Background: an optimization exercise with open tools, aiming at small area, a short achievable clock period and few clock cycles per item. Do not read the settings as production practice.
Function was checked by simulation only, so behaviour that the tests miss may differ from the original.
The clock input has no modelled driver; a real chip could not lean on it and would need a root buffer or a full tree.
Power is estimated from default activity; no workload was simulated.

==> flow/design.v (excerpt) <==
module lfm_calibrator (
    input  wire        clk,
    input  wire        rst,
    input  wire        start,
    input  wire [15:0] scan1,
    input  wire [15:0] scan2,
    input  wire        smp_valid,
    output reg         smp_ready,
    input  wire [11:0] smp,
    output reg         done,
    output reg         cal_ok,
    output reg  [43:0] cal_num,
    output reg  [31:0] cal_den
);
Size in the first run: ~1100 cells after synthesis, ~130 I/O pins, about 0.011 sq mm of cells after synthesis.
export LEC_CHECK = 0
export CAP_MARGIN = 20
export CORE_MARGIN = 2
export CORE_UTILIZATION = 80
export SLEW_MARGIN = 20
create_clock -name core_clock -period 15.0 [get_ports {clk}]
standard.sh (not shown) runs the stock make flow with config.mk's settings and CLKGATE_MAP_FILE= SYNTH_SCRIPT=/design/flow/synth_recipe.tcl, a recipe that flattens the netlist after the stock synthesis.
==> flow/flow/run.sh <==
#!/bin/bash
# The standard layout, with two changes:
# - every port is buffered by a plain buf_1 instead of the delay buffer
#   buffer_ports picks by default;
# - after CTS, flow/myclk.tcl replaces the clock tree CTS built (a root
#   buffer under the port feeding an H-tree of leaf buffers) by two balanced
#   levels of clkbuf_8: four buffers under the port, each feeding buffers at
#   the centres of clusters of flip-flops.
set -euo pipefail
export BUFFER_PORTS_ARGS="-buffer_cell sky130_fd_sc_hd__buf_1"
export POST_CTS_TCL="$PWD/flow/myclk.tcl"
bash standard.sh > standard.log 2>&1
==> flow/flow/myclk.tcl <==
# Rebuild the clock tree as two balanced levels of buffers under the clock
# port: NL1 buffers driven by the port, each driving NL2/NL1 buffers placed at
# the centres of k-means clusters of the flip-flops.
set nl1 [expr {[info exists ::env(MYCLK_NL1)] ? $::env(MYCLK_NL1) : 4}]
set nl2 [expr {[info exists ::env(MYCLK_NL2)] ? $::env(MYCLK_NL2) : 14}]
set bm1 [expr {[info exists ::env(MYCLK_BUF1)] ? $::env(MYCLK_BUF1) : "sky130_fd_sc_hd__clkbuf_8"}]
set bm2 [expr {[info exists ::env(MYCLK_BUF2)] ? $::env(MYCLK_BUF2) : "sky130_fd_sc_hd__clkbuf_8"}]
set block [ord::get_db_block]
set db [ord::get_db]
set clknet [$block findNet clk]

# 1. undo the tree CTS built: every cell on a clock net other than a register
set sinks {}
set kill {}
set knets {}
foreach net [$block getNets] {
  if {[$net getSigType] != "CLOCK" && $net != $clknet} { continue }
  set isclk 0
  if {$net == $clknet || [string match "clknet*" [$net getName]]} { set isclk 1 }
  if {!$isclk} { continue }
  if {$net != $clknet} { lappend knets $net }
  foreach it [$net getITerms] {
    set inst [$it getInst]
    set m [[$inst getMaster] getName]
    if {[string match "*df*" $m] && [[$it getMTerm] getName] == "CLK"} {
      lappend sinks $it
    } else {
      if {[lsearch -exact $kill $inst] < 0} { lappend kill $inst }
    }
  }
}
puts "myclk: [llength $sinks] sinks, removing [llength $kill] cells and [llength $knets] nets"
foreach it $sinks { $it disconnect }
foreach inst $kill { odb::dbInst_destroy $inst }
foreach net $knets { odb::dbNet_destroy $net }

proc centre {it} {
  set b [[$it getInst] getBBox]
  return [list [expr {([$b xMin] + [$b xMax]) / 2.0}] [expr {([$b yMin] + [$b yMax]) / 2.0}]]
}
# k-means of points {obj x y} into k groups; returns list of {cx cy members}
proc kmeans {pts k {slack 1.2}} {
  set n [llength $pts]
  set sx [lsort -real -index 1 $pts]
  set cents {}
  for {set i 0} {$i < $k} {incr i} {
    set p [lindex $sx [expr {int(($i + 0.5) * $n / $k)}]]
    lappend cents [list [lindex $p 1] [lindex $p 2]]
  }
  for {set iter 0} {$iter < 50} {incr iter} {
    set groups [lrepeat $k {}]
    foreach p $pts {
      set best 0; set bd 1e30
      for {set i 0} {$i < $k} {incr i} {
        set c [lindex $cents $i]
        set d [expr {abs([lindex $p 1] - [lindex $c 0]) + abs([lindex $p 2] - [lindex $c 1])}]
        if {$d < $bd} { set bd $d; set best $i }
      }
      lset groups $best [concat [lindex $groups $best] [list $p]]
    }
    set cents {}
    for {set i 0} {$i < $k} {incr i} {
      set g [lindex $groups $i]
      set m [llength $g]
      if {$m == 0} { lappend cents [list 0 0]; continue }
      set ax 0; set ay 0
      foreach p $g { set ax [expr {$ax + [lindex $p 1]}]; set ay [expr {$ay + [lindex $p 2]}] }
      lappend cents [list [expr {$ax / $m}] [expr {$ay / $m}]]
    }
  }
  # final assignment with a cap on the group size, nearest pairs first
  set cap [expr {int(ceil($slack * $n / $k))}]
  set pairs {}
  set pi 0
  foreach p $pts {
    for {set i 0} {$i < $k} {incr i} {
      set c [lindex $cents $i]
      lappend pairs [list [expr {abs([lindex $p 1] - [lindex $c 0]) + abs([lindex $p 2] - [lindex $c 1])}] $pi $i]
    }
    incr pi
  }
  set pairs [lsort -real -index 0 $pairs]
  set taken [lrepeat $n 0]
  set size [lrepeat $k 0]
  set groups [lrepeat $k {}]
  foreach pr $pairs {
    lassign $pr d pi i
    if {[lindex $taken $pi] || [lindex $size $i] >= $cap} { continue }
    lset taken $pi 1
    lset size $i [expr {[lindex $size $i] + 1}]
    lset groups $i [concat [lindex $groups $i] [list [lindex $pts $pi]]]
  }
  set out {}
  for {set i 0} {$i < $k} {incr i} {
    set g [lindex $groups $i]
    set m [llength $g]
    if {$m == 0} { continue }
    set ax 0; set ay 0
    foreach p $g { set ax [expr {$ax + [lindex $p 1]}]; set ay [expr {$ay + [lindex $p 2]}] }
    lappend out [list [expr {$ax / $m}] [expr {$ay / $m}] $g]
  }
  return $out
}
proc addbuf {block db mname name x y innet} {
  set inst [odb::dbInst_create $block [$db findMaster $mname] $name]
  $inst setLocation [expr {int($x)}] [expr {int($y)}]
  $inst setPlacementStatus PLACED
  set net [odb::dbNet_create $block "${name}_net"]
  $net setSigType CLOCK
  [$inst findITerm A] connect $innet
  [$inst findITerm X] connect $net
  return [list $inst $net]
}

set pts {}
foreach it $sinks { lappend pts [list $it {*}[centre $it]] }
set g2 [kmeans $pts $nl2]
# level 2 buffers, then group them under level 1 buffers
set l2 {}
set i 0
foreach g $g2 {
  lappend l2 [list $i [lindex $g 0] [lindex $g 1] [lindex $g 2]]
  incr i
}
set g1 [kmeans $l2 $nl1 1.0]
set j 0
foreach grp $g1 {
  lassign $grp cx cy members
  lassign [addbuf $block $db $bm1 "myclk_l1_$j" $cx $cy $clknet] b1 n1
  foreach m $members {
    lassign $m idx mx my sinkpts
    lassign [addbuf $block $db $bm2 "myclk_l2_$idx" $mx $my $n1] b2 n2
    foreach p $sinkpts { [lindex $p 0] connect $n2 }
    puts "myclk: l1 $j l2 $idx drives [llength $sinkpts] sinks"
  }
  incr j
}
# the input buffer of smp_valid feeds many gates: give it more drive
foreach pname {smp_valid} {
  set pnet [$block findNet $pname]
  foreach it [$pnet getITerms] {
    set inst [$it getInst]
    if {[string match "*buf_1" [[$inst getMaster] getName]]} {
      $inst swapMaster [$db findMaster sky130_fd_sc_hd__buf_4]
      puts "myclk: $pname buffer [$inst getName] is now buf_4"
    }
  }
}
detailed_placement
check_placement
The baseline completed without violations.
Testbench counts at the start, summed over its fixed seeds: cycles 235,945, items 96.
Change:
--- a/flow/flow/myclk.tcl
+++ b/flow/flow/myclk.tcl
@@ -148,0 +149,22 @@
+# flip-flops of cell dfxtp_1 that drive an output port (through its buffer)
+# and also four or more other pins: give them the stronger dfxtp_2 or _4
+foreach port [$block getBTerms] {
+  if {[$port getIoType] != "OUTPUT"} { continue }
+  set onet [$port getNet]
+  set drv [$onet getFirstOutput]
+  if {$drv == "NULL"} { continue }
+  set obuf [$drv getInst]
+  set inet [[$obuf findITerm A] getNet]
+  if {$inet == "NULL"} { continue }
+  set fdrv [$inet getFirstOutput]
+  if {$fdrv == "NULL"} { continue }
+  set ff [$fdrv getInst]
+  if {[[$ff getMaster] getName] != "sky130_fd_sc_hd__dfxtp_1"} { continue }
+  set fo [expr {[llength [$inet getITerms]] - 1}]
+  if {$fo >= 8} {
+    $ff swapMaster [$db findMaster sky130_fd_sc_hd__dfxtp_4]
+  } elseif {$fo >= 4} {
+    $ff swapMaster [$db findMaster sky130_fd_sc_hd__dfxtp_2]
+  } else { continue }
+  puts "myclk: [$ff getName] (fanout $fo) drives [$port getName]: now [[$ff getMaster] getName]"
+}
- CORE_UTILIZATION: 80 -> 50
Critical path depth stays the same.
Global-route usage shrinks by 16 points.
Worst setup slack degrades by 11 ps.
Routed wire length shrinks by 2.9%.
Sequential share of layout area shrinks by 0.36 points.
Change:
--- a/flow/flow/myclk.tcl
+++ b/flow/flow/myclk.tcl
@@ -5 +5 @@
-set nl2 [expr {[info exists ::env(MYCLK_NL2)] ? $::env(MYCLK_NL2) : 14}]
+set nl2 [expr {[info exists ::env(MYCLK_NL2)] ? $::env(MYCLK_NL2) : 12}]
@@ -42 +42 @@
-proc kmeans {pts k {slack 1.2}} {
+proc kmeans {pts k} {
@@ -72 +72 @@
-  set cap [expr {int(ceil($slack * $n / $k))}]
+  set cap [expr {int(ceil(1.1 * $n / $k))}]
@@ -125 +125 @@
-set g1 [kmeans $l2 $nl1 1.0]
+set g1 [kmeans $l2 $nl1]
@@ -138,33 +137,0 @@
-# the input buffer of smp_valid feeds many gates: give it more drive
-foreach pname {smp_valid} {
-  set pnet [$block findNet $pname]
-  foreach it [$pnet getITerms] {
-    set inst [$it getInst]
-    if {[string match "*buf_1" [[$inst getMaster] getName]]} {
-      $inst swapMaster [$db findMaster sky130_fd_sc_hd__buf_4]
-      puts "myclk: $pname buffer [$inst getName] is now buf_4"
-    }
-  }
-}
-# flip-flops of cell dfxtp_1 that drive an output port (through its buffer)
-# and also four or more other pins: give them the stronger dfxtp_2 or _4
-foreach port [$block getBTerms] {
-  if {[$port getIoType] != "OUTPUT"} { continue }
-  set onet [$port getNet]
-  set drv [$onet getFirstOutput]
-  if {$drv == "NULL"} { continue }
-  set obuf [$drv getInst]
-  set inet [[$obuf findITerm A] getNet]
-  if {$inet == "NULL"} { continue }
-  set fdrv [$inet getFirstOutput]
-  if {$fdrv == "NULL"} { continue }
-  set ff [$fdrv getInst]
-  if {[[$ff getMaster] getName] != "sky130_fd_sc_hd__dfxtp_1"} { continue }
-  set fo [expr {[llength [$inet getITerms]] - 1}]
-  if {$fo >= 8} {
-    $ff swapMaster [$db findMaster sky130_fd_sc_hd__dfxtp_4]
-  } elseif {$fo >= 4} {
-    $ff swapMaster [$db findMaster sky130_fd_sc_hd__dfxtp_2]
-  } else { continue }
-  puts "myclk: [$ff getName] (fanout $fo) drives [$port getName]: now [[$ff getMaster] getName]"
-}
- CORE_UTILIZATION: 50 -> 40
=> The new run produced a clean layout; die area goes up by about 24%; worst setup slack loses 16 ps; area after synthesis stays the same; clock power falls by about 2%; worst hold slack is worse by 18 ps; sequential share of layout area went down by 0.22 points; core utilization decreases by 11 points; synthesized cell count stays the same; critical path depth stays the same; design area stays flat.
In every run of this note, the design's own scripts or RTL, not TritonCTS, make the clock network.

==> separate check: timing with driven ports <==
How much do the figures lean on ideal ports? The routed layouts below were timed once more, with nothing changed but the port constraints. Step 1 assumes that a clkbuf_16 drives the clock port and a buf_2 every other input. Step 2 adds t to the input delays and takes it off the output delays; t is the mean of the earliest and latest rising clock arrival at the registers after step 1. Input paths then give back, and output paths get back, about the clock's delay inside the block. a / b / c = ideal / step 1 / step 2; a / b = the first two.
run	t, ns	slack for setup (ns)	worst setup path after step 2	latest minus earliest clock arrival (ns)	cell pins on the clock port's net
the first run	0.370	10.893 / 10.812 / 10.991	input to register	0.052 / 0.053	4
the second run	0.377	10.882 / 10.801 / 10.968	input to register	0.050 / 0.050	4
the third run	0.395	10.866 / 10.783 / 10.660	input to register	0.042 / 0.042	4
After both steps setup and hold are still met in every run listed. The setup slack of the third run, which loses most, moves by -0.083 ns with the drivers and by -0.206 ns with both steps.
